Background: an optimization exercise with open tools, aiming at small area. Do not read the settings as production practice.
Only simulation tests tie the RTL to the original design; equivalence was not proved.
Power and IR drop assume default switching activity.

$ cat design/flow/config.mk
export PLATFORM = sky130hd
export DESIGN_NAME = bacman_codec
export DESIGN_NICKNAME = bacman_codec
export VERILOG_FILES = /design/flow/design.v
export SDC_FILE = /design/flow/constraint.sdc
export NUM_CORES = 4
export LEC_CHECK = 0
export CAP_MARGIN = 20
export CORE_MARGIN = 2
export CORE_UTILIZATION = 40
export PLACE_DENSITY = 0.6
export SLEW_MARGIN = 20
$ cat design/flow/constraint.sdc
create_clock -name core_clock -period 10.0 [get_ports {clk}]
set_input_delay 2.0000 -clock core_clock [delete_from_list [all_inputs] [get_ports {clk}]]
set_output_delay 2.0000 -clock core_clock [all_outputs]
set_load 0.01 [all_outputs]
$ cat design/flow/design.v
module bacman_crc8_step (
    input  wire [7:0] d,
    input  wire [7:0] c,
    output reg  [7:0] q
);
    integer k;
    always @* begin
        q = c ^ d;
        for (k = 0; k < 8; k = k + 1)
            q = q[0] ? ((q >> 1) ^ 8'h81) : (q >> 1);
    end
endmodule
module bacman_crc16_step (
    input  wire [7:0]  d,
    input  wire [15:0] c,
    output reg  [15:0] q
);
    integer k;
    always @* begin
        q = c ^ {8'h00, d};
        for (k = 0; k < 8; k = k + 1)
            q = q[0] ? ((q >> 1) ^ 16'h8408) : (q >> 1);
    end
endmodule
module bacman_cnt32 (
    input  wire        clk,
    input  wire        rst,
    input  wire        inc,
    output reg  [31:0] q
);
    wire [32:0] c;
    assign c[0] = inc;
    genvar i;
    generate
        for (i = 0; i < 32; i = i + 1) begin : g_c
            assign c[i+1] = c[i] & q[i];
        end
    endgenerate
    always @(posedge clk)
        if (rst) q <= 32'd0;
        else     q <= q ^ c[31:0];
endmodule
module bacman_silence_ge (
    input  wire [31:0] a,
    input  wire [31:0] b,
    input  wire [31:0] t,
    output wire        ge
);
    wire [32:0] k, g;
    wire [31:0] s;
    assign k[0] = 1'b0;
    assign g[0] = 1'b0;
    genvar i;
    generate
        for (i = 0; i < 32; i = i + 1) begin : g_b
            assign s[i]   = a[i] ^ b[i] ^ k[i];
            assign k[i+1] = (~a[i] & b[i]) | (~a[i] & k[i]) | (b[i] & k[i]);
            assign g[i+1] = (~s[i] & t[i]) | (~s[i] & g[i]) | (t[i] & g[i]);
        end
    endgenerate
    assign ge = ~g[32];
endmodule
module bacman_rx #(
    parameter MAX_PAYLOAD = 501
) (
    input  wire        clk,
    input  wire        rst,
    input  wire [31:0] cfg_abort_us,      
    input  wire        ev_valid,
    input  wire        ev_octet,          
    input  wire [31:0] ev_time,           
    input  wire [7:0]  ev_data,
    output reg         frm_valid,
    output wire [7:0]  frm_type,
    output wire [7:0]  frm_dest,
    output wire [7:0]  frm_src,
    output wire [15:0] frm_len,
    output reg         frm_payload_ok,
    output reg         frm_abort,
    output reg         pay_valid,
    output reg  [7:0]  pay_data,
    output wire [31:0] cnt_frames_rx,
    output wire [31:0] cnt_hdr_crc,
    output wire [31:0] cnt_payload_crc,
    output wire [31:0] cnt_oversize,
    output wire [31:0] cnt_frame_abort
);
    localparam [2:0] HUNT = 3'b000, PREAMBLE = 3'b001, HEADER = 3'b010, DATA = 3'b011,
                     CRCLO = 3'b110, CRCHI = 3'b111;
    reg [2:0]  rx_state;
    reg [15:0] rx_index;      
    reg [7:0]  h0, h1, h2, h3, h4;
    reg [15:0] rx_crc;
    reg [31:0] rx_last;
    assign frm_type = h0;
    assign frm_dest = h1;
    assign frm_src  = h2;
    assign frm_len  = {h3, h4};
    wire [7:0]  hcrc_next;
    wire [15:0] dcrc_next;
    bacman_crc8_step  u_crc8  (.d(ev_data), .c(rx_crc[7:0]), .q(hcrc_next));
    bacman_crc16_step u_crc16 (.d(ev_data), .c(rx_crc), .q(dcrc_next));
    wire [15:0] len       = {h3, h4};
    wire        keep      = (len <= MAX_PAYLOAD);
    wire        len_zero  = (len == 16'd0);
    wire        hdr_ok    = (hcrc_next == 8'h55);
    wire        pay_ok    = (dcrc_next == 16'hF0B8);
    wire        timed_out;
    bacman_silence_ge u_sil (.a(ev_time), .b(rx_last), .t(cfg_abort_us), .ge(timed_out));
    wire        octet     = ev_valid && ev_octet;
    wire        in_frame  = rx_state[1];
    wire        abort     = ev_valid && in_frame && timed_out;
    wire        live      = !(ev_valid && timed_out);    
    wire        hdr_byte  = rx_index[15];
    wire s_hunt  = (rx_state == HUNT) || !live;
    wire s_pre   = (rx_state == PREAMBLE) && live;
    wire s_hdr   = (rx_state == HEADER)   && live;
    wire s_data  = (rx_state == DATA)     && live;
    wire s_crclo = (rx_state == CRCLO)    && live;
    wire s_crchi = (rx_state == CRCHI)    && live;
    wire [16:0] idx_c;
    assign idx_c[0] = octet;
    genvar gi;
    generate
        for (gi = 0; gi < 16; gi = gi + 1) begin : g_idx
            assign idx_c[gi+1] = idx_c[gi] & rx_index[gi];
        end
    endgenerate
    wire chk_oct   = octet && s_hdr && !hdr_byte;
    wire done_hdr  = chk_oct && hdr_ok && len_zero;
    wire done_data = octet && s_crchi;
    wire frame     = done_hdr || done_data;
    bacman_cnt32 u_cnt_rx  (.clk(clk), .rst(rst), .inc(frame),                    .q(cnt_frames_rx));
    bacman_cnt32 u_cnt_hdr (.clk(clk), .rst(rst), .inc(chk_oct && !hdr_ok),       .q(cnt_hdr_crc));
    bacman_cnt32 u_cnt_pay (.clk(clk), .rst(rst), .inc(done_data && keep && !pay_ok), .q(cnt_payload_crc));
    bacman_cnt32 u_cnt_ovr (.clk(clk), .rst(rst), .inc(done_data && !keep),      .q(cnt_oversize));
    bacman_cnt32 u_cnt_abt (.clk(clk), .rst(rst), .inc(abort),                    .q(cnt_frame_abort));
    always @(posedge clk) begin
        pay_data       <= ev_data;
        frm_payload_ok <= keep && (rx_state == HEADER || pay_ok);
        if (octet)
            rx_last <= ev_time;
        rx_index <= in_frame ? (rx_index ^ idx_c[15:0]) : 16'hFFFB;
        if (octet && rx_state == HEADER && hdr_byte)
            {h0, h1, h2, h3, h4} <= {h1, h2, h3, h4, ev_data};
        if (!in_frame)
            rx_crc[7:0] <= 8'hFF;
        else if (octet && rx_state == HEADER)
            rx_crc <= hdr_byte ? {rx_crc[15:8], hcrc_next} : 16'hFFFF;
        else if (octet)
            rx_crc <= dcrc_next;
        if (rst) begin
            rx_state        <= HUNT;
            frm_valid       <= 1'b0;
            frm_abort       <= 1'b0;
            pay_valid       <= 1'b0;
        end else begin
            frm_valid <= frame;
            frm_abort <= abort;
            pay_valid <= octet && s_data && keep;
            if (ev_valid) begin
                if (!live && rx_state != HUNT)
                    rx_state <= HUNT;
                if (octet) begin
                    if (s_hunt) begin
                        if (ev_data == 8'h55)
                            rx_state <= PREAMBLE;
                    end
                    if (s_pre) begin
                        if (ev_data == 8'hFF)
                            rx_state <= HEADER;
                        else if (ev_data != 8'h55)
                            rx_state <= HUNT;
                    end
                    if (chk_oct)
                        rx_state <= (hdr_ok && !len_zero) ? DATA : HUNT;
                    if (s_data && rx_index == len)
                        rx_state <= CRCLO;
                    if (s_crclo)
                        rx_state <= CRCHI;
                    if (s_crchi)
                        rx_state <= HUNT;
                end
            end
        end
    end
endmodule
module bacman_tx (
    input  wire        clk,
    input  wire        rst,
    input  wire [7:0]  cfg_station,       
    input  wire        tx_start,
    input  wire [7:0]  tx_type,
    input  wire [7:0]  tx_dest,
    input  wire [15:0] tx_len,
    output wire        tx_busy,
    input  wire        txp_valid,
    input  wire [7:0]  txp_data,
    output wire        txp_ready,
    output reg         txo_valid,
    output reg  [7:0]  txo_data,
    input  wire        txo_ready,
    output wire [31:0] cnt_frames_tx
);
    localparam [3:0] S_IDLE  = 4'd0,
                     S_SYNC1 = 4'd1,
                     S_SYNC2 = 4'd2,
                     S_TYPE  = 4'd3,
                     S_DEST  = 4'd4,
                     S_SRC   = 4'd5,
                     S_LENHI = 4'd6,
                     S_LENLO = 4'd7,
                     S_HCRC  = 4'd8,
                     S_DATA  = 4'd9,
                     S_DCRCL = 4'd10,
                     S_DCRCH = 4'd11;
    reg [3:0]  state;
    reg [7:0]  f_type, f_dest, f_src;
    reg [15:0] f_len;
    reg [15:0] crc;
    wire [7:0]  hcrc_next;
    wire [15:0] dcrc_next;
    bacman_crc8_step  u_crc8  (.d(txo_data), .c(crc[7:0]), .q(hcrc_next));
    bacman_crc16_step u_crc16 (.d(txp_data), .c(crc), .q(dcrc_next));
    assign tx_busy   = (state != S_IDLE);
    assign txp_ready = (state == S_DATA) && txo_ready;
    always @* begin
        txo_valid = 1'b1;
        txo_data  = 8'h00;
        case (state)
            S_IDLE:  txo_valid = 1'b0;
            S_SYNC1: txo_data  = 8'h55;
            S_SYNC2: txo_data  = 8'hFF;
            S_TYPE:  txo_data  = f_type;
            S_DEST:  txo_data  = f_dest;
            S_SRC:   txo_data  = f_src;
            S_LENHI: txo_data  = f_len[15:8];
            S_LENLO: txo_data  = f_len[7:0];
            S_HCRC:  txo_data  = ~crc[7:0];
            S_DATA: begin
                txo_valid = txp_valid;
                txo_data  = txp_data;
            end
            S_DCRCL: txo_data  = ~crc[7:0];
            S_DCRCH: txo_data  = ~crc[15:8];
            default: txo_valid = 1'b0;
        endcase
    end
    wire fire = txo_valid && txo_ready;
    wire [16:0] dec_b;
    assign dec_b[0] = (state == S_DATA) && fire;
    genvar gi;
    generate
        for (gi = 0; gi < 16; gi = gi + 1) begin : g_dec
            assign dec_b[gi+1] = dec_b[gi] & ~f_len[gi];
        end
    endgenerate
    bacman_cnt32 u_cnt_tx (.clk(clk), .rst(rst), .inc((state == S_IDLE) && tx_start), .q(cnt_frames_tx));
    always @(posedge clk)
        if (state == S_IDLE && tx_start) f_len <= tx_len;
        else                              f_len <= f_len ^ dec_b[15:0];
    always @(posedge clk) begin
        if (rst) begin
            state         <= S_IDLE;
        end else begin
            case (state)
                S_IDLE: begin
                    crc[7:0] <= 8'hFF;
                    if (tx_start) begin
                        state         <= S_SYNC1;
                        f_type        <= tx_type;
                        f_dest        <= tx_dest;
                        f_src         <= cfg_station;
                    end
                end
                S_SYNC1: if (fire) state <= S_SYNC2;
                S_SYNC2: if (fire) state <= S_TYPE;
                S_TYPE, S_DEST, S_SRC, S_LENHI: if (fire) begin
                    crc[7:0] <= hcrc_next;
                    state    <= state + 4'd1;
                end
                S_LENLO: if (fire) begin
                    crc[7:0] <= hcrc_next;
                    state    <= S_HCRC;
                end
                S_HCRC: if (fire) begin
                    crc   <= 16'hFFFF;
                    state <= (f_len == 16'd0) ? S_IDLE : S_DATA;
                end
                S_DATA: if (fire) begin
                    crc   <= dcrc_next;
                    if (f_len == 16'd1)
                        state <= S_DCRCL;
                end
                S_DCRCL: if (fire) state <= S_DCRCH;
                S_DCRCH: if (fire) state <= S_IDLE;
                default: state <= S_IDLE;
            endcase
        end
    end
endmodule
module bacman_codec (
    input  wire        clk,
    input  wire        rst,
    input  wire [7:0]  cfg_station,
    input  wire [31:0] cfg_abort_us,
    input  wire        ev_valid,
    input  wire        ev_octet,
    input  wire [31:0] ev_time,
    input  wire [7:0]  ev_data,
    output wire        frm_valid,
    output wire [7:0]  frm_type,
    output wire [7:0]  frm_dest,
    output wire [7:0]  frm_src,
    output wire [15:0] frm_len,
    output wire        frm_payload_ok,
    output wire        frm_abort,
    output wire        pay_valid,
    output wire [7:0]  pay_data,
    output wire [31:0] cnt_frames_rx,
    output wire [31:0] cnt_hdr_crc,
    output wire [31:0] cnt_payload_crc,
    output wire [31:0] cnt_oversize,
    output wire [31:0] cnt_frame_abort,
    input  wire        tx_start,
    input  wire [7:0]  tx_type,
    input  wire [7:0]  tx_dest,
    input  wire [15:0] tx_len,
    output wire        tx_busy,
    input  wire        txp_valid,
    input  wire [7:0]  txp_data,
    output wire        txp_ready,
    output wire        txo_valid,
    output wire [7:0]  txo_data,
    input  wire        txo_ready,
    output wire [31:0] cnt_frames_tx
);
    bacman_rx u_rx (
        .clk(clk), .rst(rst), .cfg_abort_us(cfg_abort_us),
        .ev_valid(ev_valid), .ev_octet(ev_octet), .ev_time(ev_time), .ev_data(ev_data),
        .frm_valid(frm_valid), .frm_type(frm_type), .frm_dest(frm_dest), .frm_src(frm_src),
        .frm_len(frm_len), .frm_payload_ok(frm_payload_ok), .frm_abort(frm_abort),
        .pay_valid(pay_valid), .pay_data(pay_data),
        .cnt_frames_rx(cnt_frames_rx), .cnt_hdr_crc(cnt_hdr_crc),
        .cnt_payload_crc(cnt_payload_crc), .cnt_oversize(cnt_oversize),
        .cnt_frame_abort(cnt_frame_abort)
    );
    bacman_tx u_tx (
        .clk(clk), .rst(rst), .cfg_station(cfg_station),
        .tx_start(tx_start), .tx_type(tx_type), .tx_dest(tx_dest), .tx_len(tx_len),
        .tx_busy(tx_busy),
        .txp_valid(txp_valid), .txp_data(txp_data), .txp_ready(txp_ready),
        .txo_valid(txo_valid), .txo_data(txo_data), .txo_ready(txo_ready),
        .cnt_frames_tx(cnt_frames_tx)
    );
endmodule
$ cat design/flow/run.sh
#!/bin/bash
# synth_recipe.tcl (not shown) runs the flow's synth.tcl, then flattens the netlist and writes it again
# the make line also repeats each setting of config.mk as NAME=value (left out here)
make -C /OpenROAD-flow-scripts/flow DESIGN_CONFIG=/design/flow/config.mk WORK_HOME=/design/flow/orfs CLKGATE_MAP_FILE= SYNTH_SCRIPT=/design/flow/synth_recipe.tcl finish
==> results.json, run 1 <==
{
  "status": "finished with violations",
  "failed_checks": "setup timing",
  "leakagePower_nw": 9.77,
  "vias": 12300,
  "rsz0062_at_grt": "yes",
  "io_buffers": 381,
  "hp-class": "reg -> reg",
  "drc": 0,
  "r2r_end": "u_rx.u_cnt_abt.q[30]",
  "grt_max_degree": 91,
  "hold_path_depth": 0,
  "synth_top_flop_cell": "dfxtp_1",
  "grt_pass1_vias": 12500,
  "wire_per_inst_microns": 18.9,
  "drt_wl_total_microns": 46600,
  "crit_top_cell": "ha_4",
  "die_x_microns": 210,
  "cts_root_buffer": "clkbuf_16",
  "pre_cts_ws_ns": -10.45,
  "grtUsageTotal": 0.209,
  "min_to": "u_rx.h1[4]",
  "maxCapViolations": 0,
  "final.period_utilization": 1.82,
  "power_density_nw_per_um2": 174,
  "worst-endpoint-arrival_ns": 18.61,
  "timing.rr.start": "u_rx.rx_last[0]",
  "dieArea_sq_um": 44200,
  "maxClockFrequency_mhz": 55.0,
  "drt_iter0_drc": 739,
  "postCtsHoldBufs": 0,
  "die_y_microns": 210,
  "critPathLaunch": "ev_time[0]",
  "cts.sinks": 371,
  "finalClockSkew_ns": 0.0185,
  "final-setup-viol-count": 166,
  "worst_pin_slew_ns": 1.08,
  "area_delta_synth_final_pct": 53.4,
  "ys_seq_area_frac": 0.507,
  "report.final.hold_viol_count": 0,
  "grt_pass1_wl_microns": 71500,
  "htreeDepth": 2,
  "final_cell_mix": "clkdlybuf4s50_1 (377), dfxtp_1 (251), ha_4 (156), nor2b_1 (148), edfxtp_1 (120)",
  "rows": 75,
  "finalSetupTns_ns": -985.40,
  "antenna_found_initial": 2,
  "drive_gt1_frac": 0.226,
  "hp-start": "u_rx.h2[4]",
  "peakVddDrop_v": 0.000153,
  "cp.required_ns": 10.42,
  "ys_seq_elements": 371,
  "place_congestion": 0.871,
  "hold_ws_ns": 0.442,
  "cts_buffers": 45,
  "r2r_slack_ns": -7.01,
  "syn_nets": 1827,
  "insertion_delay_ns": 0.57,
  "grt.overflow.total": 0,
  "clk_pin_slew_worst_paths_ns": 0.06,
  "layout_commonest_cell": "clkdlybuf4s50_1",
  "first_pass_iters": 5,
  "synth_area_sq_um": 17000,
  "io_pins": 382,
  "slowest_stage": "fa_2",
  "core_area_sq_um": 41900,
  "setup_slack_ns": -8.19,
  "final_util": 0.622,
  "synth.distinct_cells": 71,
  "yosys_warnings": 5,
  "cts_tree": "done",
  "vias_per_cell": 4.99,
  "postSynth.asyncResetShare": 0,
  "syn_inst": 1446,
  "finalPower_mw": 4.54,
  "clockBufferDepth": 3,
  "antenna_cells": 0,
  "max_stage_delay_ns": 0.36,
  "end_kind": "flip-flop",
  "drtAntennaViolNets": 0,
  "worst-setup-path-type": "in -> reg",
  "avgSynthCellArea_sq_um": 11.8,
  "r2r_cells": 70,
  "fin_nets": 2276,
  "slew_headroom": 0.281,
  "period_needed_ns": 18.19,
  "path_max_fanout": 4,
  "initial_core_util": 0.405,
  "finalMaxSlewViolations": 0,
  "dpl.hpwl_microns": 34000,
  "synth_edf_count": 120,
  "startpoint_type": "primary input"
}
-- area by class of cell --
type / count / area, sq um
clock buffers: 60 / 1310
repair buffers: 452 / 4380
clock inverters: 24 / 253
multi-input cells: 938 / 10500
inverters: 87 / 339
fillers: 3306 / 15900
well taps: 539 / 674
flip-flops and latches: 371 / 8630
-- worst max-delay path: cells and delay by family --
family	cells	cell delay (ns)
compound gates	1	0.33
simple gates	3	0.39
xor+xnor	2	0.38
buf+inv	4	0.34
fa+ha+maj	62	15.08
-- logic make-up (layout without fill, tap and decap cells) --
kind of cell / after synthesis / after routing / synth area share
compound gates: 174 / 174 / 0.0700
xor+xnor: 94 / 94 / 0.0522
fa+ha+maj: 258 / 258 / 0.202
buf+inv: 137 / 623 / 0.0313
flops: 371 / 371 / 0.507
mux: 2 / 2 / 0.00118
simple gates: 410 / 410 / 0.136
-- synth_stat cells (all sizes together) (7+ instances only) --
library cell | n | area (sq um)
nand3 | 23 | 115
nand2 | 50 | 188
nor4 | 14 | 87.6
o21ai | 23 | 119
fa | 30 | 601
clkbuf | 39 | 146
inv | 86 | 323
dfxtp | 251 | 5020
xor2 | 40 | 358
nor2 | 48 | 180
edfxtp | 120 | 3600
a31oi | 7 | 43.8
a22oi | 12 | 90.1
nor3 | 12 | 60.1
ha | 224 | 2800
buf | 11 | 60.1
nor2b | 200 | 1250
a21oi | 55 | 275
nand2b | 30 | 188
xnor2 | 50 | 438
o22ai | 11 | 68.8
-- routing by layer --
layer	track usage	up-vias	part of all wire
li1	-	5942	-
met1	0.271	5875	0.43
met2	0.339	432	0.47
met3	0.0568	76	0.080
met4	0.0685	4	0.024
met5	0	-	0.00058
-- sequential cells by signal, summed over array words and instances (netlist names), 8 cells and up --
signal	flops
u_tx.f_len	16
u_rx.u_cnt_hdr.q	32
u_rx.u_cnt_rx.q	32
u_tx.f_dest	8
u_rx.pay_data	8
u_rx.u_cnt_abt.q	32
u_rx.h3	8
u_rx.h2	8
u_rx.rx_crc	16
u_rx.rx_index	16
u_rx.h4	8
u_rx.rx_last	32
u_tx.crc	16
u_rx.h1	8
u_tx.f_type	8
u_tx.f_src	8
u_tx.u_cnt_tx.q	32
u_rx.u_cnt_ovr.q	32
u_rx.h0	8
u_rx.u_cnt_pay.q	32
-- power breakdown --
| group | internal (mW) | leakage, nW | switching (mW) | total, mW |
|---|---|---|---|---|
| sequential | 1.63 | 3.12 | 0.0567 | 1.69 |
| clock | 1.05 | 0.781 | 0.655 | 1.70 |
| combinational | 0.559 | 5.87 | 0.590 | 1.15 |
-- through the flow --
step / instances / instance area [sq um]
6_report: 2471 / 26100
5_1_grt: 2471 / 26100
4_1_cts: 2465 / 25600
3_5_place_dp: 2372 / 23200
3_3_place_gp: 2372 / 23200
2_1_floorplan: 1446 / 18500
-- how the worst max path moves through the flow --
stage | slack (ns) | cells past startpoint | endpoint
floorplan | -9.25 | 72 | u_rx.u_cnt_rx.q[30]
global placement | -10.28 | 74 | u_rx.u_cnt_ovr.q[31]
detailed placement | -10.45 | 74 | u_rx.u_cnt_ovr.q[31]
CTS | -8.15 | 74 | u_rx.u_cnt_rx.q[31]
global route | -8.59 | 74 | u_rx.u_cnt_ovr.q[31]
finish | -8.19 | 72 | u_rx.u_cnt_abt.q[30]
-- repair_timing --
item | 4_1_cts | 5_1_grt
gates resized for setup | 134 | 84
buffers inserted | 10 | 9
pin swaps | 70 | 18
setup endpoints to repair | 166 | 166
==> inputs of run 2 (changes only) <==
--- a/design/flow/design.v
+++ b/design/flow/design.v
@@ -27,17 +27,25 @@
     input  wire        rst,
     input  wire        inc,
-    output reg  [31:0] q
+    output wire [31:0] q
 );
+    reg  [31:0] base;
+    reg         pend;
     wire [32:0] c;
-    assign c[0] = inc;
+    assign c[0] = pend;
     genvar i;
     generate
         for (i = 0; i < 32; i = i + 1) begin : g_c
-            assign c[i+1] = c[i] & q[i];
+            assign c[i+1] = c[i] & base[i];
         end
     endgenerate
+    assign q = base ^ c[31:0];
     always @(posedge clk)
-        if (rst) q <= 32'd0;
-        else     q <= q ^ c[31:0];
+        if (rst) begin
+            base <= 32'd0;
+            pend <= 1'b0;
+        end else begin
+            base <= q;
+            pend <= inc;
+        end
 endmodule
 module bacman_silence_ge (
@@ -47,17 +55,19 @@
     output wire        ge
 );
-    wire [32:0] k, g;
-    wire [31:0] s;
+    wire [31:0] na = ~a;
+    wire [31:0] x  = b ^ t ^ na;
+    wire [32:0] y, k, c;
+    assign y[0] = 1'b0;
     assign k[0] = 1'b0;
-    assign g[0] = 1'b0;
+    assign c[0] = 1'b0;
     genvar i;
     generate
         for (i = 0; i < 32; i = i + 1) begin : g_b
-            assign s[i]   = a[i] ^ b[i] ^ k[i];
-            assign k[i+1] = (~a[i] & b[i]) | (~a[i] & k[i]) | (b[i] & k[i]);
-            assign g[i+1] = (~s[i] & t[i]) | (~s[i] & g[i]) | (t[i] & g[i]);
+            assign y[i+1] = (b[i] & t[i]) | (b[i] & na[i]) | (t[i] & na[i]);
+            assign k[i+1] = (b[i] & na[i]) | ((b[i] | na[i]) & k[i]);
+            assign c[i+1] = (x[i] & y[i]) | ((x[i] | y[i]) & c[i]);
         end
     endgenerate
-    assign ge = ~g[32];
+    assign ge = k[32] ? ~(y[32] & c[32]) : ~(y[32] | c[32]);
 endmodule
 module bacman_rx #(
@@ -218,9 +228,9 @@
     reg [7:0]  f_type, f_dest, f_src;
     reg [15:0] f_len;
-    reg [15:0] crc;
     wire [7:0]  hcrc_next;
     wire [15:0] dcrc_next;
-    bacman_crc8_step  u_crc8  (.d(txo_data), .c(crc[7:0]), .q(hcrc_next));
-    bacman_crc16_step u_crc16 (.d(txp_data), .c(crc), .q(dcrc_next));
+    wire [7:0]  hcrc_prev = (state == S_TYPE) ? 8'hFF : f_type;
+    bacman_crc8_step  u_crc8  (.d(txo_data), .c(hcrc_prev), .q(hcrc_next));
+    bacman_crc16_step u_crc16 (.d(txp_data), .c({f_dest, f_type}), .q(dcrc_next));
     assign tx_busy   = (state != S_IDLE);
     assign txp_ready = (state == S_DATA) && txo_ready;
@@ -237,11 +247,11 @@
             S_LENHI: txo_data  = f_len[15:8];
             S_LENLO: txo_data  = f_len[7:0];
-            S_HCRC:  txo_data  = ~crc[7:0];
+            S_HCRC:  txo_data  = ~f_type;
             S_DATA: begin
                 txo_valid = txp_valid;
                 txo_data  = txp_data;
             end
-            S_DCRCL: txo_data  = ~crc[7:0];
-            S_DCRCH: txo_data  = ~crc[15:8];
+            S_DCRCL: txo_data  = ~f_type;
+            S_DCRCH: txo_data  = ~f_dest;
             default: txo_valid = 1'b0;
         endcase
@@ -266,5 +276,4 @@
             case (state)
                 S_IDLE: begin
-                    crc[7:0] <= 8'hFF;
                     if (tx_start) begin
                         state         <= S_SYNC1;
@@ -277,17 +286,17 @@
                 S_SYNC2: if (fire) state <= S_TYPE;
                 S_TYPE, S_DEST, S_SRC, S_LENHI: if (fire) begin
-                    crc[7:0] <= hcrc_next;
+                    f_type   <= hcrc_next;
                     state    <= state + 4'd1;
                 end
                 S_LENLO: if (fire) begin
-                    crc[7:0] <= hcrc_next;
+                    f_type   <= hcrc_next;
                     state    <= S_HCRC;
                 end
                 S_HCRC: if (fire) begin
-                    crc   <= 16'hFFFF;
+                    {f_dest, f_type} <= 16'hFFFF;
                     state <= (f_len == 16'd0) ? S_IDLE : S_DATA;
                 end
                 S_DATA: if (fire) begin
-                    crc   <= dcrc_next;
+                    {f_dest, f_type} <= dcrc_next;
                     if (f_len == 16'd1)
                         state <= S_DCRCL;
==> design/flow/flow/run.sh (new file) <==
#!/bin/bash
# Own layout flow: the standard ORFS flow, with the port buffers made
# from the smallest buffer cell instead of the one buffer_ports picks.
set -euo pipefail
export BUFFER_PORTS_ARGS="-buffer_cell sky130_fd_sc_hd__buf_1"
bash standard.sh finish > standard_finish.log 2>&1
==> design/flow/standard.sh (new file) <==
#!/bin/bash
# synth_recipe.tcl (not shown) runs the flow's synth.tcl, then flattens the netlist and writes it again
# the make line also repeats each setting of config.mk as NAME=value (left out here)
make -C /OpenROAD-flow-scripts/flow DESIGN_CONFIG=/design/flow/config.mk WORK_HOME=/design/flow/orfs CLKGATE_MAP_FILE= SYNTH_SCRIPT=/design/flow/synth_recipe.tcl "${@:-finish}"
removed: design/flow/run.sh
==> results.json, run 2 <==
{
  "status": "timing/DRC/antenna clean",
  "leakagePower_nw": 9.05,
  "layout_commonest_cell": "buf_1",
  "cts_setup_buffers": 0,
  "rows": 75,
  "synth_top_area_frac": 0.298,
  "clk_pin_slew_worst_paths_ns": 0.06,
  "finalClockSkew_ns": 0.0243,
  "startpoint_type": "flip-flop",
  "avgSynthCellArea_sq_um": 11.2,
  "fin_nets": 2294,
  "finalMaxSlewViolations": 0,
  "crit_top_cell": "ha_1",
  "slew_headroom": 0.390,
  "vias_per_cell": 4.98,
  "synth.distinct_cells": 75,
  "cts_resized": 0,
  "ys_seq_elements": 359,
  "cts_tree": "done",
  "cts_root_buffer": "clkbuf_16",
  "path_max_fanout": 2,
  "synth_commonest_cells": "dfxtp_1 (255), ha_1 (223), nor2b_1 (203)",
  "hp-class": "reg -> reg",
  "maxClockFrequency_mhz": 106,
  "synth_area_leaders": "dfxtp_1 (30%), edfxtp_1 (18%), ha_1 (16%)",
  "postCtsHoldBufs": 0,
  "r2r_slack_ns": 3.07,
  "initial_core_util": 0.406,
  "htreeDepth": 2,
  "r2r_cells": 33,
  "synth_mux_area_frac": 0.000585,
  "synth_top_flop_cell": "dfxtp_1",
  "first_pass_iters": 5,
  "worst_pin_slew_ns": 0.910,
  "maxCapViolations": 0,
  "synth_top_family_by_area": "adder cells",
  "grt_max_degree": 88,
  "worst-endpoint-arrival_ns": 7.40,
  "synth_fa_ha_area_frac": 0.203,
  "final-setup-viol-count": 0,
  "cts_buffers": 43,
  "period_needed_ns": 9.40,
  "hold_path_depth": 0,
  "slowest_stage": "dfxtp_1",
  "ys_seq_area_frac": 0.481,
  "synth_area_leader_cell": "dfxtp_1",
  "io_buffers": 381,
  "synth-simple-area-share": 0.136,
  "finalPower_mw": 4.35,
  "syn_inst": 1533,
  "die_y_microns": 211,
  "area_delta_synth_final_pct": 20.0,
  "synth_xor_area_frac": 0.0522,
  "synth_compound_area_frac": 0.0946,
  "report.final.hold_viol_count": 0,
  "rsz0062_at_grt": "no",
  "io_pins": 382,
  "yosys.cell_count.top_type": "dfxtp_1",
  "cp.required_ns": 8.00,
  "clockBufferDepth": 3,
  "cts.sinks": 359,
  "grt.overflow.total": 0,
  "final_cell_mix": "buf_1 (380), dfxtp_1 (255), ha_1 (223), nor2b_1 (203), edfxtp_1 (104)",
  "grtUsageTotal": 0.183,
  "grt_pass1_wl_microns": 64600,
  "grt_pass1_vias": 12300,
  "vias": 12400,
  "synth_edf_count": 104,
  "worst-setup-path-type": "reg -> out",
  "final.period_utilization": 0.940,
  "drt_wl_total_microns": 41500,
  "antenna_found_initial": 0,
  "syn_nets": 1914,
  "finalSetupTns_ns": 0,
  "nFillCells": 3852,
  "core_area_sq_um": 42100,
  "wire_per_inst_microns": 16.7,
  "peakVddDrop_v": 0.000180,
  "max_stage_delay_ns": 0.30,
  "end_kind": "output pin",
  "postSynth.asyncResetShare": 0,
  "drtAntennaViolNets": 0,
  "dieArea_sq_um": 44500,
  "power_density_nw_per_um2": 212,
  "insertion_delay_ns": 0.57,
  "synth_area_sq_um": 17100,
  "drive_gt1_frac": 0.0441,
  "yosys_warnings": 5,
  "drc": 0,
  "place_congestion": 0.915,
  "drt_iter0_drc": 584,
  "die_x_microns": 211,
  "dpl.hpwl_microns": 31400
}
==> run 2: cell count changes after synthesis, moves of 10 or more <==
cell | previous run | this run
nor2_1 | 48 | 73
o21ai_0 | 21 | 36
xnor2_1 | 50 | 61
a21oi_1 | 55 | 72
clkbuf_1 | 39 | 49
edfxtp_1 | 120 | 104
==> run 2: path summary, 6_finish.rpt <==
check                                end                  start
hold / removal                u_rx.h0[6]             u_rx.h1[6]
setup reg to reg  u_tx.u_cnt_tx.base[31]  u_tx.u_cnt_tx.base[0]
setup / recovery       cnt_frames_tx[31]  u_tx.u_cnt_tx.base[0]
hold reg to reg               u_rx.h0[6]             u_rx.h1[6]
==> run 2: logic make-up after synthesis <==
group	Yosys count
simple gates	423
fa+ha+maj	261
flops	359
mux	1
compound gates	244
xor+xnor	97
buf+inv	148
==> run 2: final cells by class <==
cell class,count,area (sq um),area share
timing repair buffer,388,1490,0.0723
clock inverter,22,224,0.0109
tap,539,674,0.0328
multi-input combinational,1026,8330,0.405
sequential,359,8230,0.400
clock buffer,58,1250,0.0607
inverter,95,358,0.0174
antenna,1,2.50,0.000122
==> run 2: report_power, final <==
part / internal [mW] / switching [mW]
sequential: 1.58 / 0.0791
clock: 0.960 / 0.626
combinational: 0.479 / 0.628
total: 3.02 / 1.33
==> run 2: critical path: cells and delay by family (launching register included) <==
kind	cells	cell delay, ns
xor+xnor	1	0.18
fa+ha+maj	31	6.16
buf+inv	1	0.17
flops	1	0.30
==> run 2: per-layer routing <==
layer | track usage | vias to the layer above | wire [microns]
met4 | 0.0423 | 0 | 621
met5 | 0 | - | 0
met3 | 0.0497 | 57 | 2810
met2 | 0.299 | 354 | 19200
met1 | 0.242 | 5848 | 18900
li1 | - | 6137 | -
==> run 2: per-stage QoR <==
stage	cell area [sq um]	std cells	utilization	setup WS (ns)	hold WS, ns
after floorplan	17100	1533	-	1.55	0.459
after global placement	19100	2407	0.453	1.21	0.429
after detailed placement	19100	2407	0.453	1.12	0.435
after CTS	20500	2487	0.488	0.506	0.446
after global routing	20500	2487	0.488	0.178	0.472
final	20500	2488	0.488	0.604	0.445
==> inputs of run 3 (changes only) <==
==> design/flow/run.sh (new file) <==
#!/bin/bash
# synth_recipe.tcl (not shown) runs the flow's synth.tcl, then flattens the netlist and writes it again
# the make line also repeats each setting of config.mk as NAME=value (left out here)
make -C /OpenROAD-flow-scripts/flow DESIGN_CONFIG=/design/flow/config.mk WORK_HOME=/design/flow/orfs CLKGATE_MAP_FILE= SYNTH_SCRIPT=/design/flow/synth_recipe.tcl finish
removed: design/flow/flow/run.sh
removed: design/flow/standard.sh
==> results.json, run 3 <==
{
  "status": "timing/DRC/antenna clean",
  "postSynth.asyncResetShare": 0,
  "clockBufferDepth": 3,
  "grtUsageTotal": 0.192,
  "io_buffers": 381,
  "nFillCells": 3800,
  "rows": 75,
  "finalSetupTns_ns": 0,
  "die_y_microns": 211,
  "synth_area_leader_cell": "dfxtp_1",
  "syn_inst": 1533,
  "final-setup-viol-count": 0,
  "avgSynthCellArea_sq_um": 11.2,
  "final_cell_mix": "clkdlybuf4s50_1 (373), dfxtp_1 (255), ha_1 (223), nor2b_1 (203), edfxtp_1 (104)",
  "leakagePower_nw": 10.0,
  "final_util": 0.541,
  "hp-class": "reg -> reg",
  "finalMaxSlewViolations": 0,
  "insertion_delay_ns": 0.56,
  "slew_headroom": 0.375,
  "synth_top_flop_cell": "dfxtp_1",
  "fin_nets": 2293,
  "vias_per_cell": 5.00,
  "yosys_warnings": 5,
  "synth_top_area_frac": 0.298,
  "final_cells": 2482,
  "clk_pin_slew_worst_paths_ns": 0.06,
  "drtAntennaViolNets": 0,
  "synth_area_leaders": "dfxtp_1 (30%), edfxtp_1 (18%), ha_1 (16%)",
  "core_area_sq_um": 42100,
  "dieArea_sq_um": 44500,
  "grt_pass1_vias": 12500,
  "wire_per_inst_microns": 17.4,
  "cts.sinks": 359,
  "cts_resized": 0,
  "max_stage_delay_ns": 0.55,
  "crit_top_cell": "ha_1",
  "cts_setup_buffers": 0,
  "power_density_nw_per_um2": 190,
  "finalPower_mw": 4.32,
  "drc": 0,
  "htreeDepth": 2,
  "initial_core_util": 0.406,
  "grt_pass1_wl_microns": 67300,
  "io_pins": 382,
  "synth_commonest_cells": "dfxtp_1 (255), ha_1 (223), nor2b_1 (203)",
  "cts_buffers": 42,
  "synth_area_sq_um": 17100,
  "startpoint_type": "flip-flop",
  "drt_iter0_drc": 587,
  "dpl.hpwl_microns": 33100,
  "dp_cells": 2407,
  "antenna_cells": 0,
  "postCtsHoldBufs": 0,
  "peakVddDrop_v": 0.000125,
  "maxCapViolations": 0,
  "synth_edf_count": 104,
  "layout_commonest_cell": "clkdlybuf4s50_1",
  "hold_ws_ns": 0.453,
  "report.final.hold_viol_count": 0,
  "die_x_microns": 211,
  "worst-setup-path-type": "reg -> out",
  "grt.overflow.total": 0,
  "worst_pin_slew_ns": 0.937,
  "cp.required_ns": 8.00,
  "cts_root_buffer": "clkbuf_16",
  "synth.distinct_cells": 75,
  "place_congestion": 0.878,
  "vias": 12400,
  "worst-endpoint-arrival_ns": 7.64,
  "final.period_utilization": 0.964,
  "ys_seq_area_frac": 0.481,
  "grt_max_degree": 93,
  "path_max_fanout": 2,
  "drive_gt1_frac": 0.0401,
  "area_delta_synth_final_pct": 33.1,
  "ys_seq_elements": 359,
  "cts_tree": "done",
  "maxClockFrequency_mhz": 104,
  "finalClockSkew_ns": 0.0103,
  "yosys.cell_count.top_type": "dfxtp_1",
  "period_needed_ns": 9.64,
  "end_kind": "output pin",
  "rsz0062_at_grt": "no",
  "drt_wl_total_microns": 43300,
  "syn_nets": 1914,
  "antenna_found_initial": 1,
  "slowest_stage": "clkdlybuf4s50_1",
  "first_pass_iters": 5
}
run 3: cell counts after synthesis:
No cell type changed its count.
run 3: final cells by class:
type	instances	area [sq um]	area share
sequential	359	8230	0.361
tap	539	674	0.0296
clock inverter	11	75.1	0.00329
inverter	95	358	0.0157
timing repair buffer	388	3880	0.170
clock buffer	64	1250	0.0547
multi-input combinational	1026	8330	0.365
run 3: power by group:
part | switching [mW] | internal, mW | total [mW]
clock network | 0.604 | 0.863 | 1.47
registers | 0.0792 | 1.58 | 1.66
logic | 0.642 | 0.554 | 1.20
run 3: cells by family (layout without fill, tap and decap cells):
logic type                 count (synthesis)  in the layout  synth area share
adders and majority gates                261            261             0.203
AOI/OAI and AO/OA                        244            244            0.0946
xor gates and xnor gates                  97             97            0.0522
and+or+nand+nor                          423            423             0.136
muxes                                      1              1          0.000585
DFF                                      359            359             0.481
buffers and inverters                    148            558            0.0330
run 3: critical path, delay by kind of cell (launching register included):
kind | cells | cell delay [ns]
adder cells (fa/ha/maj) | 31 | 6.23
flip-flops | 1 | 0.30
buffers and inverters | 1 | 0.55
run 3: final timing paths:
check / to / cells after the start / startpoint / slack [ns]
worst min-delay path: u_rx.h0[2] / 0 / u_rx.h1[2] / 0.45
worst min register to register: u_rx.h0[2] / 0 / u_rx.h1[2] / 0.45
worst max register to register: u_rx.u_cnt_abt.base[31] / 33 / u_rx.frm_abort / 3.12
worst max-delay path: cnt_frames_tx[30] / 32 / u_tx.u_cnt_tx.base[0] / 0.36
run 3: layer usage:
metal  up-vias  wire length (microns)  GRT usage
li1       6140                      -          -
met1      5861                  19300      0.247
met2       342                  20100      0.316
met5         -                     11          0
met3        55                   3090     0.0547
met4         2                    801     0.0532
run 3: stage by stage:
stage               setup slack [ns]  instance area (sq um)
CTS                            0.109                  22800
detailed placement             0.762                  21500
global placement               0.819                  21500
finish                         0.361                  22800
floorplan                       1.55                  17100
global route                  0.0133                  22800
==> inputs of run 4 (changes only) <==
==> design/flow/flow/run.sh (new file) <==
#!/bin/bash
# Own layout flow: the standard ORFS flow (standard.sh, unchanged synthesis),
# with two changes that only affect buffering:
#  - the port buffers use the smallest buffer cell (sky130_fd_sc_hd__buf_1);
#  - clock tree synthesis uses larger sink clusters of clkbuf_16 and no dummy
#    load cells.
set -euo pipefail
export BUFFER_PORTS_ARGS="-buffer_cell sky130_fd_sc_hd__buf_1"
export CTS_ARGS="-sink_clustering_enable -repair_clock_nets -dont_use_dummy_load -buf_list sky130_fd_sc_hd__clkbuf_16 -sink_clustering_size 25 -sink_clustering_max_diameter 100"
bash standard.sh finish > standard_finish.log 2>&1
==> design/flow/standard.sh (new file) <==
#!/bin/bash
# synth_recipe.tcl (not shown) runs the flow's synth.tcl, then flattens the netlist and writes it again
# the make line also repeats each setting of config.mk as NAME=value (left out here)
make -C /OpenROAD-flow-scripts/flow DESIGN_CONFIG=/design/flow/config.mk WORK_HOME=/design/flow/orfs CLKGATE_MAP_FILE= SYNTH_SCRIPT=/design/flow/synth_recipe.tcl "${@:-finish}"
removed: design/flow/run.sh
==> results.json, run 4 <==
{
  "synth_top_flop_cell": "dfxtp_1",
  "wl_met1_microns": 18900,
  "end_kind": "output pin",
  "dpl.hpwl_microns": 31400,
  "grt_pass1_wl_microns": 63500,
  "worst-endpoint-arrival_ns": 7.38,
  "grtUsageTotal": 0.178,
  "synth_area_sq_um": 17100,
  "syn_nets": 1914,
  "hp-class": "reg -> reg",
  "grt_max_degree": 88,
  "worst_pin_slew_ns": 0.926,
  "finalMaxSlewViolations": 0,
  "maxClockFrequency_mhz": 107,
  "nFillCells": 3961,
  "critPathLaunch": "u_rx.frm_abort",
  "synth_top_area_frac": 0.298,
  "wire_per_inst_microns": 16.8,
  "insertion_delay_ns": 0.53,
  "final_util": 0.464,
  "r2r_end": "u_tx.u_cnt_tx.base[31]",
  "core_area_sq_um": 42100,
  "ys_seq_elements": 359,
  "rows": 75,
  "intPower_mw": 2.40,
  "status": "timing/DRC/antenna clean",
  "finalSetupTns_ns": 0,
  "ys_seq_area_frac": 0.481,
  "cts_resized": 0,
  "synth.distinct_cells": 75,
  "final_cell_mix": "buf_1 (380), dfxtp_1 (255), ha_1 (223), nor2b_1 (203), edfxtp_1 (104)",
  "drc": 0,
  "crit_top_cell": "ha_1",
  "timing.rr.start": "u_tx.u_cnt_tx.base[0]",
  "rsz0062_at_grt": "no",
  "finalClockSkew_ns": 0.0364,
  "r2r_slack_ns": 3.06,
  "report.final.hold_viol_count": 0,
  "synth_edf_count": 104,
  "leakagePower_nw": 8.56,
  "postCtsHoldBufs": 0,
  "layout_commonest_cell": "buf_1",
  "cts_buffers": 19,
  "cp.required_ns": 8.00,
  "worst-setup-path-type": "reg -> out",
  "dr.max_layer_used": "met4",
  "peakVddDrop_v": 0.000156,
  "dieArea_sq_um": 44500,
  "syn_inst": 1533,
  "slew_headroom": 0.379,
  "antenna_found_initial": 0,
  "r2r_cells": 33,
  "area_delta_synth_final_pct": 14.2,
  "grt_pass1_vias": 12100,
  "dr_wl_met3_microns": 2570,
  "hp-start": "u_rx.h1[6]",
  "min_to": "u_rx.h0[6]",
  "avgSynthCellArea_sq_um": 11.2,
  "die_y_microns": 211,
  "yosys_warnings": 5,
  "hold_path_depth": 0,
  "postSynth.asyncResetShare": 0,
  "fin_nets": 2270,
  "power_density_nw_per_um2": 182,
  "io_buffers": 381,
  "critPathTopFamily": "adder cells",
  "drtAntennaViolNets": 0,
  "switching_power_mw": 1.16,
  "initial_core_util": 0.406,
  "final-setup-viol-count": 0,
  "max_stage_delay_ns": 0.33,
  "cts_setup_buffers": 0,
  "grt.overflow.total": 0,
  "synth_area_leaders": "dfxtp_1 (30%), edfxtp_1 (18%), ha_1 (16%)",
  "cts_tree": "done",
  "clk_pin_slew_worst_paths_ns": 0.10,
  "clockBufferDepth": 3,
  "drive_gt1_frac": 0.0217,
  "power.clock.fraction": 0.224,
  "startpoint_type": "flip-flop",
  "pre_cts_ws_ns": 1.12,
  "finalPower_mw": 3.56,
  "htreeDepth": 1,
  "cts.sinks": 359,
  "setup_slack_ns": 0.617,
  "final.period_utilization": 0.938,
  "vias_per_cell": 5.02,
  "vias": 12200,
  "die_x_microns": 211,
  "place_congestion": 0.915,
  "share_comb_of_total_power": 0.311,
  "dp_cells": 2407,
  "drt_wl_total_microns": 40700,
  "drt_iter0_drc": 595,
  "swShare": 0.326,
  "wl_met2_microns": 18600,
  "synth_commonest_cells": "dfxtp_1 (255), ha_1 (223), nor2b_1 (203)",
  "path_max_fanout": 2,
  "path_buf_inv": 1,
  "cts_root_buffer": "clkbuf_16",
  "yosys.cell_count.top_type": "dfxtp_1",
  "io_pins": 382,
  "final_cells": 2427,
  "seqPwrFrac": 0.465,
  "period_needed_ns": 9.38,
  "synth_area_leader_cell": "dfxtp_1",
  "maxCapViolations": 0,
  "slowest_stage": "dfxtp_1",
  "first_pass_iters": 8
}
==> run 4: cell count changes in the layout (fill, tap and decap cells not counted), sizes merged <==
cell	change
diode	+1
buf	+379
inv	-4
clkinv	-7
clkdlybuf4s50	-373
clkbuf	-44
dlymetal6s2s	-7
==> run 4: final cells by class <==
class                      instances  area, sq um  share of cell area
multi-input combinational       1026         8330               0.426
sequential                       359         8230               0.421
timing repair buffer             388         1490              0.0760
tap                              539          674              0.0345
clock buffer                      19          475              0.0243
inverter                          95          358              0.0183
antenna                            1         2.50            0.000128
==> run 4: worst max-delay path by stage <==
stage | end | depth (start not counted)
floorplan | cnt_frame_abort[31] | 32
global placement | cnt_frames_tx[31] | 33
detailed placement | cnt_frames_tx[31] | 33
CTS | cnt_frame_abort[31] | 33
global route | cnt_frames_tx[31] | 33
finish | cnt_frame_abort[31] | 33
==> run 4: power by group through the flow <==
stage | Combinational [mW] | Sequential (mW) | Clock (mW)
final | 1.11 | 1.66 | 0.797
after global placement | 1.08 | 1.69 | 0
after floorplan | 0.874 | 1.65 | 0
after global routing | 1.23 | 1.67 | 0.879
after detailed placement | 1.09 | 1.69 | 0
after CTS | 1.10 | 1.66 | 0.836
==> run 4: metal layers <==
| layer | track usage | vias up |
|---|---|---|
| li1 | - | 6051 |
| met1 | 0.246 | 5741 |
| met2 | 0.292 | 359 |
| met3 | 0.0321 | 35 |
| met4 | 0.0379 | 0 |
| met5 | 0 | - |
==> run 4: through the flow <==
stage                     instance area (sq um)  hold WS [ns]
final                                     19600         0.455
after CTS                                 19500         0.459
after global placement                    19100         0.429
after global routing                      19500         0.477
after floorplan                           17100         0.459
after detailed placement                  19100         0.435
==> run 4: cells by family (layout without fill, tap and decap cells) <==
group	count (synthesis)	in the layout	synth area share
AND/OR/NAND/NOR	423	423	0.136
AO/OA/AOI/OAI	244	244	0.0946
flip-flops	359	359	0.481
buffers and inverters	148	502	0.0330
adder cells (fa/ha/maj)	261	261	0.203
multiplexers	1	1	0.000585
other	0	1	0
XOR/XNOR	97	97	0.0522
==> run 4: worst reg2reg max path: cells and delay by family, from the launching register on <==
kind	cells	cell delay [ns]
xor+xnor	1	0.17
fa+ha+maj	31	6.18
simple gates	1	0.13
flops	1	0.31
==> inputs of run 5 (changes only) <==
--- a/design/flow/design.v
+++ b/design/flow/design.v
@@ -230,7 +230,7 @@
     wire [7:0]  hcrc_next;
     wire [15:0] dcrc_next;
-    wire [7:0]  hcrc_prev = (state == S_TYPE) ? 8'hFF : f_type;
-    bacman_crc8_step  u_crc8  (.d(txo_data), .c(hcrc_prev), .q(hcrc_next));
-    bacman_crc16_step u_crc16 (.d(txp_data), .c({f_dest, f_type}), .q(dcrc_next));
+    wire [7:0]  hcrc_prev = (state == S_TYPE) ? 8'h00 : f_type;
+    bacman_crc8_step  u_crc8  (.d(txo_data), .c(~hcrc_prev), .q(hcrc_next));
+    bacman_crc16_step u_crc16 (.d(txp_data), .c(~{f_dest, f_type}), .q(dcrc_next));
     assign tx_busy   = (state != S_IDLE);
     assign txp_ready = (state == S_DATA) && txo_ready;
@@ -247,11 +247,11 @@
             S_LENHI: txo_data  = f_len[15:8];
             S_LENLO: txo_data  = f_len[7:0];
-            S_HCRC:  txo_data  = ~f_type;
+            S_HCRC:  txo_data  = f_type;
             S_DATA: begin
                 txo_valid = txp_valid;
                 txo_data  = txp_data;
             end
-            S_DCRCL: txo_data  = ~f_type;
-            S_DCRCH: txo_data  = ~f_dest;
+            S_DCRCL: txo_data  = f_type;
+            S_DCRCH: txo_data  = f_dest;
             default: txo_valid = 1'b0;
         endcase
@@ -286,17 +286,17 @@
                 S_SYNC2: if (fire) state <= S_TYPE;
                 S_TYPE, S_DEST, S_SRC, S_LENHI: if (fire) begin
-                    f_type   <= hcrc_next;
+                    f_type   <= ~hcrc_next;
                     state    <= state + 4'd1;
                 end
                 S_LENLO: if (fire) begin
-                    f_type   <= hcrc_next;
+                    f_type   <= ~hcrc_next;
                     state    <= S_HCRC;
                 end
                 S_HCRC: if (fire) begin
-                    {f_dest, f_type} <= 16'hFFFF;
+                    {f_dest, f_type} <= 16'h0000;
                     state <= (f_len == 16'd0) ? S_IDLE : S_DATA;
                 end
                 S_DATA: if (fire) begin
-                    {f_dest, f_type} <= dcrc_next;
+                    {f_dest, f_type} <= ~dcrc_next;
                     if (f_len == 16'd1)
                         state <= S_DCRCL;
==> results.json, run 5 <==
{
  "yosys_warnings": 5,
  "dieArea_sq_um": 44200,
  "vias_per_cell": 5.00,
  "power_density_nw_per_um2": 186,
  "io_pins": 382,
  "die_y_microns": 210,
  "htreeDepth": 1,
  "finalMaxSlewViolations": 0,
  "max_stage_delay_ns": 0.33,
  "hold_ws_ns": 0.461,
  "rsz0062_at_grt": "no",
  "antenna_found_initial": 0,
  "leakagePower_nw": 8.55,
  "cts_setup_buffers": 0,
  "crit_top_cell": "ha_1",
  "syn_inst": 1493,
  "drt_iter0_drc": 692,
  "grt.overflow.total": 0,
  "dpl.hpwl_microns": 31700,
  "area_delta_synth_final_pct": 14.4,
  "synth_commonest_cells": "dfxtp_1 (255), ha_1 (223), nor2b_1 (205)",
  "avgSynthCellArea_sq_um": 11.4,
  "finalSetupTns_ns": 0,
  "worst_pin_slew_ns": 0.847,
  "setup_slack_ns": 0.591,
  "worst-setup-path-type": "reg -> out",
  "initial_core_util": 0.405,
  "nFillCells": 3986,
  "startpoint_type": "flip-flop",
  "ys_seq_area_frac": 0.484,
  "rows": 75,
  "final_cells": 2392,
  "final-setup-viol-count": 0,
  "drt_wl_total_microns": 40600,
  "place_congestion": 0.876,
  "report.final.hold_viol_count": 0,
  "synth_edf_count": 104,
  "cp.required_ns": 8.00,
  "maxClockFrequency_mhz": 106,
  "drc": 0,
  "wire_per_inst_microns": 17.0,
  "layout_commonest_cell": "buf_1",
  "vias": 12000,
  "grt_pass1_vias": 11700,
  "grt_max_degree": 82,
  "first_pass_iters": 5,
  "slowest_stage": "dfxtp_1",
  "peakVddDrop_v": 0.000199,
  "clockBufferDepth": 3,
  "die_x_microns": 210,
  "fin_nets": 2236,
  "period_needed_ns": 9.41,
  "synth_area_leader_cell": "dfxtp_1",
  "finalClockSkew_ns": 0.0372,
  "final.period_utilization": 0.941,
  "core_area_sq_um": 41900,
  "status": "timing/DRC/antenna clean",
  "cts_buffers": 19,
  "yosys.cell_count.top_type": "dfxtp_1",
  "drtAntennaViolNets": 0,
  "hp-class": "reg -> reg",
  "synth_top_area_frac": 0.300,
  "worst-endpoint-arrival_ns": 7.41,
  "register_area_sq_um": 8230,
  "final_cell_mix": "buf_1 (380), dfxtp_1 (255), ha_1 (223), nor2b_1 (205), edfxtp_1 (104)",
  "grt_pass1_wl_microns": 63100,
  "postSynth.asyncResetShare": 0,
  "insertion_delay_ns": 0.53,
  "cts_root_buffer": "clkbuf_16",
  "cts.sinks": 359,
  "slew_headroom": 0.434,
  "dp_cells": 2373,
  "synth.distinct_cells": 70,
  "postCtsHoldBufs": 0,
  "syn_nets": 1874,
  "synth_area_leaders": "dfxtp_1 (30%), edfxtp_1 (18%), ha_1 (16%)",
  "clk_pin_slew_worst_paths_ns": 0.09,
  "ys_seq_elements": 359,
  "multi_input_area_sq_um": 8200,
  "path_max_fanout": 2,
  "io_buffers": 381,
  "synth_top_flop_cell": "dfxtp_1",
  "synth_area_sq_um": 17000,
  "grtUsageTotal": 0.179,
  "pre_cts_ws_ns": 1.07,
  "antenna_cells": 0,
  "cts_resized": 0,
  "maxCapViolations": 0,
  "cts_tree": "done",
  "drive_gt1_frac": 0.0259,
  "end_kind": "output pin"
}
run 5: worst paths after layout:
path	depth (start not counted)	startpoint	end	slack, ns
hold reg to reg	0	u_rx.h1[2]	u_rx.h0[2]	0.46
hold / removal	0	u_rx.h1[2]	u_rx.h0[2]	0.46
setup / recovery	33	u_rx.frm_abort	cnt_frame_abort[31]	0.59
setup reg to reg	33	u_rx.u_cnt_ovr.base[0]	u_rx.u_cnt_ovr.base[31]	3.08
run 5: cells by family after synthesis:
logic type      Yosys count  share of synthesized area
simple gates            433                      0.141
compound gates          186                     0.0769
mux                       3                    0.00177
flops                   359                      0.484
xor+xnor                 97                     0.0534
buf+inv                 147                     0.0339
fa+ha+maj               268                      0.209
run 5: critical path, delay by kind of cell (launching register included):
family,cells,cell delay (ns)
buffers and inverters,1,0.22
flip-flops,1,0.33
XOR/XNOR,1,0.19
adder cells (fa/ha/maj),31,6.15
run 5: cell type report:
type	count	area share
Inverter	97	0.0187
Multi-Input combinational cell	987	0.422
Clock buffer	19	0.0244
Timing Repair Buffer	391	0.0776
Tap cell	539	0.0347
Sequential cell	359	0.423
run 5: metrics by stage:
| step | total power, mW | utilization | area (sq um) |
|---|---|---|---|
| 5_1_grt | 3.81 | 0.464 | 19400 |
| 4_1_cts | 3.64 | 0.464 | 19400 |
| 6_report | 3.61 | 0.464 | 19400 |
| 3_3_place_gp | 2.81 | 0.452 | 19000 |
| 3_5_place_dp | 2.83 | 0.452 | 19000 |
| 2_1_floorplan | 2.54 | - | 17000 |
run 5: power breakdown:
group	switching, mW	total (mW)	internal [mW]	leakage (nW)
combinational	0.639	1.16	0.517	5.30
sequential	0.0723	1.65	1.58	3.02
clock	0.459	0.801	0.341	0.234
run 5: layer usage:
layer  vias up  routed length [microns]  track usage
li1       5896                        -            -
met1      5698                    17700        0.231
met2       324                    18600        0.294
met3        41                     3500       0.0566
met4         0                      831       0.0411
met5         -                        0            0
==> inputs of run 6 (changes only) <==
--- a/design/flow/flow/run.sh
+++ b/design/flow/flow/run.sh
@@ -7,4 +7,4 @@
 set -euo pipefail
 export BUFFER_PORTS_ARGS="-buffer_cell sky130_fd_sc_hd__buf_1"
-export CTS_ARGS="-sink_clustering_enable -repair_clock_nets -dont_use_dummy_load -buf_list sky130_fd_sc_hd__clkbuf_16 -sink_clustering_size 25 -sink_clustering_max_diameter 100"
+export CTS_ARGS="-sink_clustering_enable -repair_clock_nets -dont_use_dummy_load -buf_list sky130_fd_sc_hd__clkbuf_16 -sink_clustering_size 30 -sink_clustering_max_diameter 100"
 bash standard.sh finish > standard_finish.log 2>&1
--- a/design/flow/config.mk
+++ b/design/flow/config.mk
@@ -8,5 +8,5 @@
 export CAP_MARGIN = 20
 export CORE_MARGIN = 2
-export CORE_UTILIZATION = 40
-export PLACE_DENSITY = 0.6
+export CORE_UTILIZATION = 70
+export PLACE_DENSITY = 0.85
 export SLEW_MARGIN = 20
==> results.json, run 6 <==
{
  "status": "timing/DRC/antenna clean",
  "drc": 0,
  "io_buffers": 381,
  "r2r_slack_ns": 2.93,
  "synth_area_sq_um": 17000,
  "worst_pin_slew_ns": 1.05,
  "postCtsHoldBufs": 0,
  "startpoint_type": "flip-flop",
  "cts_setup_buffers": 0,
  "vias": 12300,
  "power_density_nw_per_um2": 182,
  "finalMaxSlewViolations": 0,
  "drive_gt1_frac": 0.0238,
  "maxCapViolations": 0,
  "cts_tree": "done",
  "synth_top_area_frac": 0.300,
  "ys_seq_elements": 359,
  "final_cell_mix": "buf_1 (380), dfxtp_1 (255), ha_1 (223), nor2b_1 (205), edfxtp_1 (104)",
  "rows": 57,
  "hp-start": "u_rx.h2[2]",
  "die_y_microns": 160,
  "timing.rr.start": "u_rx.frm_abort",
  "avgSynthCellArea_sq_um": 11.4,
  "htreeDepth": 1,
  "period_needed_ns": 9.50,
  "yosys_warnings": 5,
  "die_x_microns": 160,
  "drt_iter0_drc": 988,
  "setup_slack_ns": 0.501,
  "final-setup-viol-count": 0,
  "worst-endpoint-arrival_ns": 7.50,
  "peakVddDrop_v": 0.000379,
  "synth_area_leader_cell": "dfxtp_1",
  "ys_seq_area_frac": 0.484,
  "slew_headroom": 0.296,
  "leakagePower_nw": 8.51,
  "finalClockSkew_ns": 0.0475,
  "syn_nets": 1874,
  "finalSetupTns_ns": 0,
  "synth_area_leaders": "dfxtp_1 (30%), edfxtp_1 (18%), ha_1 (16%)",
  "rsz0062_at_grt": "no",
  "vias_per_cell": 5.64,
  "cts_buffers": 16,
  "clk_pin_slew_worst_paths_ns": 0.11,
  "cts_resized": 0,
  "core_area_sq_um": 24100,
  "cp.required_ns": 8.00,
  "dieArea_sq_um": 25500,
  "grt_pass1_vias": 12300,
  "pre_cts_ws_ns": 1.11,
  "drtAntennaViolNets": 0,
  "hp-class": "reg -> reg",
  "report.final.hold_viol_count": 0,
  "synth_edf_count": 104,
  "grt_pass1_wl_microns": 61100,
  "final_util": 0.792,
  "final_cells": 2174,
  "wire_per_inst_microns": 17.4,
  "yosys.cell_count.top_type": "dfxtp_1",
  "io_pins": 382,
  "synth_top_flop_cell": "dfxtp_1",
  "max_stage_delay_ns": 0.33,
  "insertion_delay_ns": 0.51,
  "postSynth.asyncResetShare": 0,
  "grtUsageTotal": 0.293,
  "worst-setup-path-type": "reg -> out",
  "initial_core_util": 0.705,
  "critPathTopFamily": "adder cells",
  "layout_commonest_cell": "buf_1",
  "cts_root_buffer": "clkbuf_16",
  "maxClockFrequency_mhz": 105,
  "grt_max_degree": 92,
  "slowest_stage": "dfxtp_1",
  "drt_wl_total_microns": 37900,
  "dp_cells": 2157,
  "grt.overflow.total": 0,
  "critPathLaunch": "u_rx.frm_abort",
  "path_buf_inv": 1,
  "synth_commonest_cells": "dfxtp_1 (255), ha_1 (223), nor2b_1 (205)",
  "first_pass_iters": 6,
  "place_congestion": 0.922,
  "fin_nets": 2232,
  "area_delta_synth_final_pct": 12.4,
  "clockBufferDepth": 3,
  "crit_top_cell": "ha_1",
  "antenna_found_initial": 0,
  "synth.distinct_cells": 70,
  "final.period_utilization": 0.950,
  "cts.sinks": 359,
  "end_kind": "output pin",
  "dpl.hpwl_microns": 29200,
  "path_max_fanout": 2,
  "syn_inst": 1493
}
## run 6: cell families (layout without fill, tap and decap cells)
| logic type | Yosys count | in the layout | synth area share |
|---|---|---|---|
| AOI/OAI and AO/OA | 186 | 186 | 0.0769 |
| xor gates and xnor gates | 97 | 97 | 0.0534 |
| adders and majority gates | 268 | 268 | 0.209 |
| buffers and inverters | 147 | 503 | 0.0339 |
| DFF | 359 | 359 | 0.484 |
| muxes | 3 | 3 | 0.00177 |
| other | 0 | 1 | 0 |
| and+or+nand+nor | 433 | 433 | 0.141 |
## run 6: where the power goes
| part | total, mW | switching, mW | internal, mW | leakage, nW |
|---|---|---|---|---|
| Clock | 0.718 | 0.428 | 0.290 | 0.197 |
| Combinational | 1.12 | 0.598 | 0.517 | 5.30 |
| Sequential | 1.65 | 0.0671 | 1.58 | 3.02 |
| Total | 3.48 | 1.09 | 2.39 | 8.51 |
## run 6: path summary, 6_finish.rpt
kind / end / cells past startpoint
min: u_rx.h1[2] / 0
max reg2reg: u_rx.u_cnt_abt.base[31] / 33
max: cnt_frame_abort[31] / 33
min reg2reg: u_rx.h1[2] / 0
## run 6: layout make-up
type,count,area [sq um]
sequential,359,8230
inverter,97,364
antenna,1,2.50
timing repair buffer,390,1500
clock buffer,16,400
tap,324,405
fill,1619,5010
multi-input combinational,987,8200
## run 6: worst register-to-register path: cells and delay by family, from the launching register on
| family | cells | cell delay, ns |
|---|---|---|
| flops | 1 | 0.33 |
| simple gates | 1 | 0.18 |
| fa+ha+maj | 31 | 6.30 |
| xor+xnor | 1 | 0.22 |
## run 6: routing by layer
| metal | GRT usage | vias to the layer above | wire, microns |
|---|---|---|---|
| li1 | - | 5910 | - |
| met2 | 0.511 | 486 | 18500 |
| met1 | 0.361 | 5762 | 15200 |
| met4 | 0.117 | 0 | 1610 |
| met3 | 0.0540 | 95 | 2540 |
| met5 | 0 | - | 0 |
## run 6: per-stage QoR
stage               total power [mW]  hold WS, ns  area, sq um
floorplan                       2.54        0.460        17000
global placement                2.75        0.428        18700
detailed placement              2.78        0.430        18700
CTS                             3.48        0.457        19100
global route                    3.66        0.471        19100
finish                          3.48        0.454        19100
==> inputs of run 7 (changes only) <==
--- a/design/flow/config.mk
+++ b/design/flow/config.mk
@@ -8,5 +8,5 @@
 export CAP_MARGIN = 20
 export CORE_MARGIN = 2
-export CORE_UTILIZATION = 70
-export PLACE_DENSITY = 0.85
+export CORE_UTILIZATION = 60
+export PLACE_DENSITY = 0.75
 export SLEW_MARGIN = 20
==> results.json, run 7 <==
{
  "status": "timing/DRC/antenna clean",
  "yosys_warnings": 5,
  "place_congestion": 0.869,
  "synth_area_sq_um": 17000,
  "grt_max_degree": 107,
  "synth_edf_count": 104,
  "final-setup-viol-count": 0,
  "layout_commonest_cell": "buf_1",
  "syn_nets": 1874,
  "htreeDepth": 1,
  "peakVddDrop_v": 0.000222,
  "min_to": "u_rx.h1[1]",
  "r2r_cells": 33,
  "wire_per_inst_microns": 16.9,
  "grt_pass1_vias": 11800,
  "area_delta_synth_final_pct": 12.7,
  "report.final.hold_viol_count": 0,
  "final_cell_mix": "buf_1 (380), dfxtp_1 (255), ha_1 (223), nor2b_1 (205), edfxtp_1 (104)",
  "r2r_slack_ns": 3.04,
  "path_max_fanout": 2,
  "max_stage_delay_ns": 0.33,
  "drt_iter0_drc": 718,
  "drive_gt1_frac": 0.0233,
  "synth.distinct_cells": 70,
  "fin_area_sq_um": 19200,
  "cts_resized": 0,
  "initial_core_util": 0.610,
  "ys_seq_area_frac": 0.484,
  "finalPower_mw": 3.49,
  "place_area_sq_um": 18800,
  "drtAntennaViolNets": 0,
  "clk_pin_slew_worst_paths_ns": 0.11,
  "avgSynthCellArea_sq_um": 11.4,
  "vias_per_cell": 5.40,
  "startpoint_type": "flip-flop",
  "ys_seq_elements": 359,
  "die_x_microns": 172,
  "first_pass_iters": 6,
  "synth_top_flop_cell": "dfxtp_1",
  "vias": 12000,
  "synth_area_leader_cell": "dfxtp_1",
  "finalMaxSlewViolations": 0,
  "synth_area_leaders": "dfxtp_1 (30%), edfxtp_1 (18%), ha_1 (16%)",
  "final.period_utilization": 0.940,
  "finalSetupTns_ns": 0,
  "cp.required_ns": 8.00,
  "r2r_end": "u_rx.u_cnt_abt.base[31]",
  "cts_buffers": 16,
  "cts.sinks": 359,
  "slew_headroom": 0.301,
  "slowest_stage": "dfxtp_1",
  "syn_inst": 1493,
  "worst-setup-path-type": "reg -> out",
  "worst_pin_slew_ns": 1.05,
  "cts_root_buffer": "clkbuf_16",
  "rsz0062_at_grt": "no",
  "cts_setup_buffers": 0,
  "grtUsageTotal": 0.246,
  "die_y_microns": 172,
  "postSynth.asyncResetShare": 0,
  "dieArea_sq_um": 29700,
  "hp-start": "u_rx.h2[1]",
  "grt_pass1_wl_microns": 58500,
  "fin_nets": 2231,
  "maxCapViolations": 0,
  "antenna_cells": 0,
  "power_density_nw_per_um2": 182,
  "synth_top_area_frac": 0.300,
  "drt_wl_total_microns": 37500,
  "end_kind": "output pin",
  "worst-endpoint-arrival_ns": 7.40,
  "core_area_sq_um": 27900,
  "antenna_found_initial": 0,
  "grt.overflow.total": 0,
  "hold_path_depth": 0,
  "clockBufferDepth": 3,
  "timing.rr.start": "u_rx.frm_abort",
  "io_pins": 382,
  "insertion_delay_ns": 0.51,
  "dpl.hpwl_microns": 29100,
  "io_buffers": 381,
  "rows": 61,
  "leakagePower_nw": 8.51,
  "hold_ws_ns": 0.460,
  "cts_tree": "done",
  "drc": 0,
  "crit_top_cell": "ha_1",
  "synth_commonest_cells": "dfxtp_1 (255), ha_1 (223), nor2b_1 (205)",
  "postCtsHoldBufs": 0,
  "finalClockSkew_ns": 0.0607,
  "hp-class": "reg -> reg",
  "yosys.cell_count.top_type": "dfxtp_1",
  "period_needed_ns": 9.40,
  "maxClockFrequency_mhz": 106
}
[run 7: logic make-up after synthesis]
group                      count (synthesis)  share of synthesized area
and+or+nand+nor                          433                      0.141
AOI/OAI and AO/OA                        186                     0.0769
muxes                                      3                    0.00177
adders and majority gates                268                      0.209
DFF                                      359                      0.484
buffers and inverters                    147                     0.0339
xor gates and xnor gates                  97                     0.0534
[run 7: critical path: cells and delay by family (launching register included)]
family	cells	cell delay, ns
xor gates and xnor gates	1	0.20
adders and majority gates	31	6.17
buffers and inverters	1	0.17
DFF	1	0.33
[run 7: power by group]
group	internal, mW	switching (mW)	total (mW)
clock network	0.290	0.432	0.722
logic	0.516	0.596	1.11
registers	1.58	0.0692	1.65
total	2.39	1.10	3.49
[run 7: worst max path at each step]
stage               slack [ns]                  end                   start  depth (start not counted)
floorplan                 1.55  cnt_frame_abort[31]          u_rx.frm_abort                         32
global placement          1.22  cnt_frame_abort[31]          u_rx.frm_abort                         33
detailed placement        1.11  cnt_frame_abort[31]          u_rx.frm_abort                         33
CTS                       0.50  cnt_frame_abort[31]          u_rx.frm_abort                         33
global route              0.19     cnt_oversize[31]  u_rx.u_cnt_ovr.base[0]                         33
finish                    0.60  cnt_frame_abort[31]          u_rx.frm_abort                         33
[run 7: cell type report]
type	count	area (sq um)
fillers	2191	8700
flip-flops and latches	359	8230
multi-input cells	987	8200
repair buffers	389	1490
well taps	378	473
clock buffers	16	400
inverters	97	364
[run 7: through the flow]
stage | util | worst slack, ns | std cells
5_1_grt | 0.688 | 0.190 | 2226
3_5_place_dp | 0.673 | 1.11 | 2210
6_report | 0.688 | 0.600 | 2226
4_1_cts | 0.687 | 0.503 | 2226
2_1_floorplan | - | 1.55 | 1493
3_3_place_gp | 0.673 | 1.22 | 2210
[run 7: layer usage]
metal,share of wire,GRT usage,vias to the layer above
met4,0.038,0.0895,0
li1,-,-,5885
met5,0,0,-
met3,0.089,0.0613,74
met2,0.47,0.426,438
met1,0.40,0.297,5621

separate check: timing with driven ports:
Ports are ideal in the flow. The routed layouts listed here were re-timed in OpenROAD.
Step 1 sets driving cells, clkbuf_16 on the clock port and buf_2 on the other inputs (assumed; they add their load-dependent delay and slew).
Step 2, shift: input delay + t, output delay - t, t = (earliest + latest rising clock arrival at the registers) / 2. This alone moves slack from input paths to output paths.
Three values: no drivers, after step 1, after step 2; two values: the first two.
run	shift t [ns]	setup slack, ns
run 1	0.619	-8.187 / -8.181 / -8.801
run 2	0.617	0.604 / 0.550 / 1.166
run 3	0.608	0.361 / 0.306 / 0.914
run 4	0.570	0.617 / 0.561 / 1.131
run 5	0.569	0.591 / 0.537 / 1.106
run 6	0.541	0.501 / 0.450 / 0.991
run 7	0.536	0.600 / 0.550 / 1.086
